This is an optimization exercise on Yosys and OpenROAD, whose aim is small area, a short achievable clock period and few clock cycles per item, not a production implementation. Only simulation tests tie the RTL to the original design; equivalence was not proved.

// audio_sequencer_timing_fsm
module audio_sequencer_timing_fsm (
    input  wire        clk,
    input  wire        rst,             
    input  wire [11:0] spt_i,           
    input  wire [4:0]  loop_bars_i,     
    input  wire [35:0] pan_i,           
    input  wire [47:0] vol_i,           
    input  wire [17:0] smp_i,           
    input  wire [95:0] len_i,           
    input  wire        start_i,
    input  wire        complete_i,
    output wire        stream_start_o,
    output wire [1:0]  stream_slot_o,
    output wire        ring_we_o,
    output wire [1:0]  ring_slot_o,
    output wire [4:0]  ring_frame_o,
    output wire [31:0] ring_wdata_o,
    output reg         song_re_o,
    output wire [3:0]  song_b_o,
    input  wire [2:0]  song_d_i,
    output reg         pat_re_o,
    output reg  [2:0]  pat_p_o,
    output reg  [2:0]  pat_v_o,
    output wire [6:0]  pat_t_o,
    input  wire [7:0]  pat_d_i,
    output wire        samp_re_o,
    output wire [2:0]  samp_k_o,
    output wire [11:0] samp_i_o,
    input  wire [15:0] samp_d_i
);
Size: about 320 I/O pins, ~31000 µm² of cells after synthesis.
clock: 14.0 ns
lec_check: 0
abc_clock_period_in_ps: 4000
cap_margin: 70
core_margin: 2
core_utilization: 40
place_density: 0.6
slew_margin: 70
synth_hierarchical: 1
run.sh (not shown) runs the stock make flow with config.mk's settings and CLKGATE_MAP_FILE= SYNTH_SCRIPT=/design/flow/synth_recipe.tcl, a recipe that flattens the netlist after the stock synthesis.
Testbench counts at the start, summed over its fixed seeds: cycles 18,904, frames 16,384.
Next try:
--- a/flow/design.v
+++ b/flow/design.v
@@ -47,29 +47,26 @@
 endmodule
 module ring_ctrl (
     input  wire       clk,
     input  wire       rst,
     input  wire       start_i,
     input  wire       complete_i,
     input  wire       issue,           
     output wire       may_issue,       
-    input  wire       frame_next,      
     input  wire       frame_done,      
     output reg  [1:0] filling,
     output reg  [4:0] frame_idx,
     output reg        stream_start_o,
     output wire [1:0] stream_slot_o
 );
     reg [4:0] i_frame;
     reg [1:0] i_slot;
     reg       i_prefill;
     reg       prefill;
-    reg [6:0] w_cnt;           
-    reg       w_last;          
     reg       started;
     reg [1:0] playing;
     assign stream_slot_o = playing;
     assign may_issue = (i_frame != 5'd0) || i_prefill ||
                        (started && (i_slot != playing));
     always @(posedge clk) begin
         if (rst) begin
             i_frame   <= 5'd0;
@@ -81,30 +78,26 @@
                 i_slot <= i_slot + 2'd1;
                 if (i_slot == 2'd3)
                     i_prefill <= 1'b0;
             end
         end
     end
     always @(posedge clk) begin
         if (rst) begin
-            w_cnt   <= 7'd0;
-            w_last  <= 1'b0;
-            prefill <= 1'b1;
-        end else begin
-            if (frame_next) begin
-                w_cnt  <= w_cnt + 7'd1;
-                w_last <= (w_cnt == 7'd127);
+            frame_idx <= 5'd0;
+            filling   <= 2'd0;
+            prefill   <= 1'b1;
+        end else if (frame_done) begin
+            frame_idx <= frame_idx + 5'd1;
+            if (frame_idx == 5'd31) begin
+                filling <= filling + 2'd1;
+                if (filling == 2'd3)
+                    prefill <= 1'b0;
             end
-            if (frame_done && w_last)
-                prefill <= 1'b0;
-        end
-        if (frame_next) begin
-            frame_idx <= w_cnt[4:0];
-            filling   <= w_cnt[6:5];
         end
     end
     always @(posedge clk) begin
         if (rst) begin
             playing        <= 2'd3;
             started        <= 1'b0;
             stream_start_o <= 1'b0;
         end else begin
@@ -147,25 +140,25 @@
     reg [3:0]  lvl [0:5];
     reg [5:0]  act;
     reg [5:0]  in_i;
     reg [5:0]  nxt;
     reg [5:0]  pend;
     reg        u_vld;       
     reg [5:0]  u_oh;
     reg [11:0] lenr;
-    reg [11:0] pos_inc;     
     function [5:0] lowest;
         input [5:0] m;
         lowest = m & (~m + 6'd1);
     endfunction
     function [2:0] enc;
         input [5:0] oh;
         enc = {oh[4] | oh[5], oh[2] | oh[3], oh[1] | oh[3] | oh[5]};
     endfunction
+    wire [11:0] pos_inc = samp_i_o + 12'd1;
     wire        wrap    = (pos_inc == lenr);
     wire [5:0]  act_cur = u_vld ? ((act & ~u_oh) | (wrap ? 6'd0 : u_oh)) : act;
     wire [5:0]  t_oh     = 6'd1 << trig_v;
     wire [5:0]  sel      = sub_en ? t_oh : nxt;
     wire        fwd      = u_vld && ((u_oh & nxt) != 6'd0);
     wire        cur_act  = (nxt & act_cur) != 6'd0;
     reg  [11:0] pos_sel;
     reg  [3:0]  lvl_sel;
@@ -233,17 +226,16 @@
                 u_vld     <= cur_act;
                 u_oh      <= nxt;
             end
             if (sub_en)
                 samp_re_o <= 1'b1;
         end
         samp_k_o <= k_sel;
         samp_i_o <= sub_en ? 12'd0 : addr;
-        pos_inc  <= addr + 12'd1;
         lenr     <= len_sel;
     end
 endmodule
 module emphasis_gain_multiplier (
     input  wire        clk,
     input  wire [2:0]  v1,         
     input  wire [3:0]  lvl1,       
     input  wire        neg1,       
@@ -318,17 +310,16 @@
     input  wire        rst,
     input  wire [2:0]  v3,         
     input  wire [35:0] pan_i,
     input  wire        from_i3,    
     input  wire        vld,        
     input  wire        to_i,       
     input  wire        last,       
     input  wire [24:0] gs,
-    output reg         wr,         
     output reg         we,
     output reg  [31:0] word
 );
     wire [5:0] pan = pan_i[6*v3 +: 6];
     reg  [2:0] p_neg, p_one, p_two;
     always @(posedge clk) begin
         p_neg[0] <= pan[1];
         p_one[0] <= pan[0];
@@ -340,16 +331,17 @@
         p_one[2] <= pan[4] ^ pan[3];
         p_two[2] <= (pan[4] && pan[3]) || pan[5];
     end
     reg  [30:0] f_l;
     reg  [25:0] f_s;
     reg  [30:0] i_l;
     reg  [25:0] i_s;
     reg         i_ok;      
+    reg         wr;
     reg         use_i, use_f;
     always @(posedge clk) begin
         use_i <= from_i3 && (i_ok || (vld && to_i));
         use_f <= !from_i3;
     end
     wire [30:0] base_l = ({31{use_i}} & i_l) | ({31{use_f}} & f_l);
     wire [25:0] base_s = ({26{use_i}} & i_s) | ({26{use_f}} & f_s);
     localparam [5:0] K_S1 = 6'b101011;    
@@ -424,25 +416,23 @@
     input  wire [7:0]  pat_d_i,
     output wire        samp_re_o,
     output wire [2:0]  samp_k_o,
     output wire [11:0] samp_i_o,
     input  wire [15:0] samp_d_i
 );
     wire frame_start;
     wire may_issue;
-    wire frame_next;
     ring_ctrl u_ring (
         .clk            (clk),
         .rst            (rst),
         .start_i        (start_i),
         .complete_i     (complete_i),
         .issue          (frame_start),
         .may_issue      (may_issue),
-        .frame_next     (frame_next),
         .frame_done     (ring_we_o),
         .filling        (ring_slot_o),
         .frame_idx      (ring_frame_o),
         .stream_start_o (stream_start_o),
         .stream_slot_o  (stream_slot_o)
     );
     wire [3:0] bar;
     wire [6:0] tick;
@@ -600,13 +590,12 @@
         .rst    (rst),
         .v3     (t3_v),
         .pan_i  (pan_i),
         .from_i3(t3_from),
         .vld    (t4_vld),
         .to_i   (t4_to),
         .last   (t4_last),
         .gs     (gs),
-        .wr     (frame_next),
         .we     (ring_we_o),
         .word   (ring_wdata_o)
     );
 endmodule
The new run ran to the end with no violations; core utilization stays flat; first-iteration DRC count climbs by 1.8%; clock-buffer cell count drops by 9; cell count climbs by 0.64%; routed wire length climbs by 2.0%; final area is about the same; worst setup slack gets worse by 0.12 ns; area after synthesis drops by 0.76%; worst hold slack gets better by 0.0045 ns; critical path depth drops by 11.
Testbench counts after the change, summed over its fixed seeds: cycles 18,904, frames 16,384.

port drivers added, routing unchanged:
No port has a modelled driver above. Below, the same layouts with a new extraction and two added sets of constraints.
Step 1 sets driving cells, clkbuf_16 on the clock port and buf_2 on the other inputs (assumed; they add their load-dependent delay and slew).
Step 2 moves the port delays by t, midway between the first and last clock arrival at a register: inputs arrive t later, outputs are due t later. That takes back most of the time a late clock gives input paths.
a / b / c = ideal / step 1 / step 2; a / b = the first two.
run | t (ns) | slack for setup (ns) | worst hold slack (ns) | worst setup path after step 2 | cell pins on the clock port's net
the first run | 0.674 | 9.516 / 9.461 / 9.069 | 0.321 / 0.321 / 0.321 | input to register | 1
the second run | 0.686 | 9.398 / 9.335 / 8.940 | 0.325 / 0.325 / 0.325 | input to register | 1
After both steps every run listed still meets setup and hold. The setup slack of the second run, which loses most, moves by -0.063 ns with the drivers and by -0.458 ns with both steps.
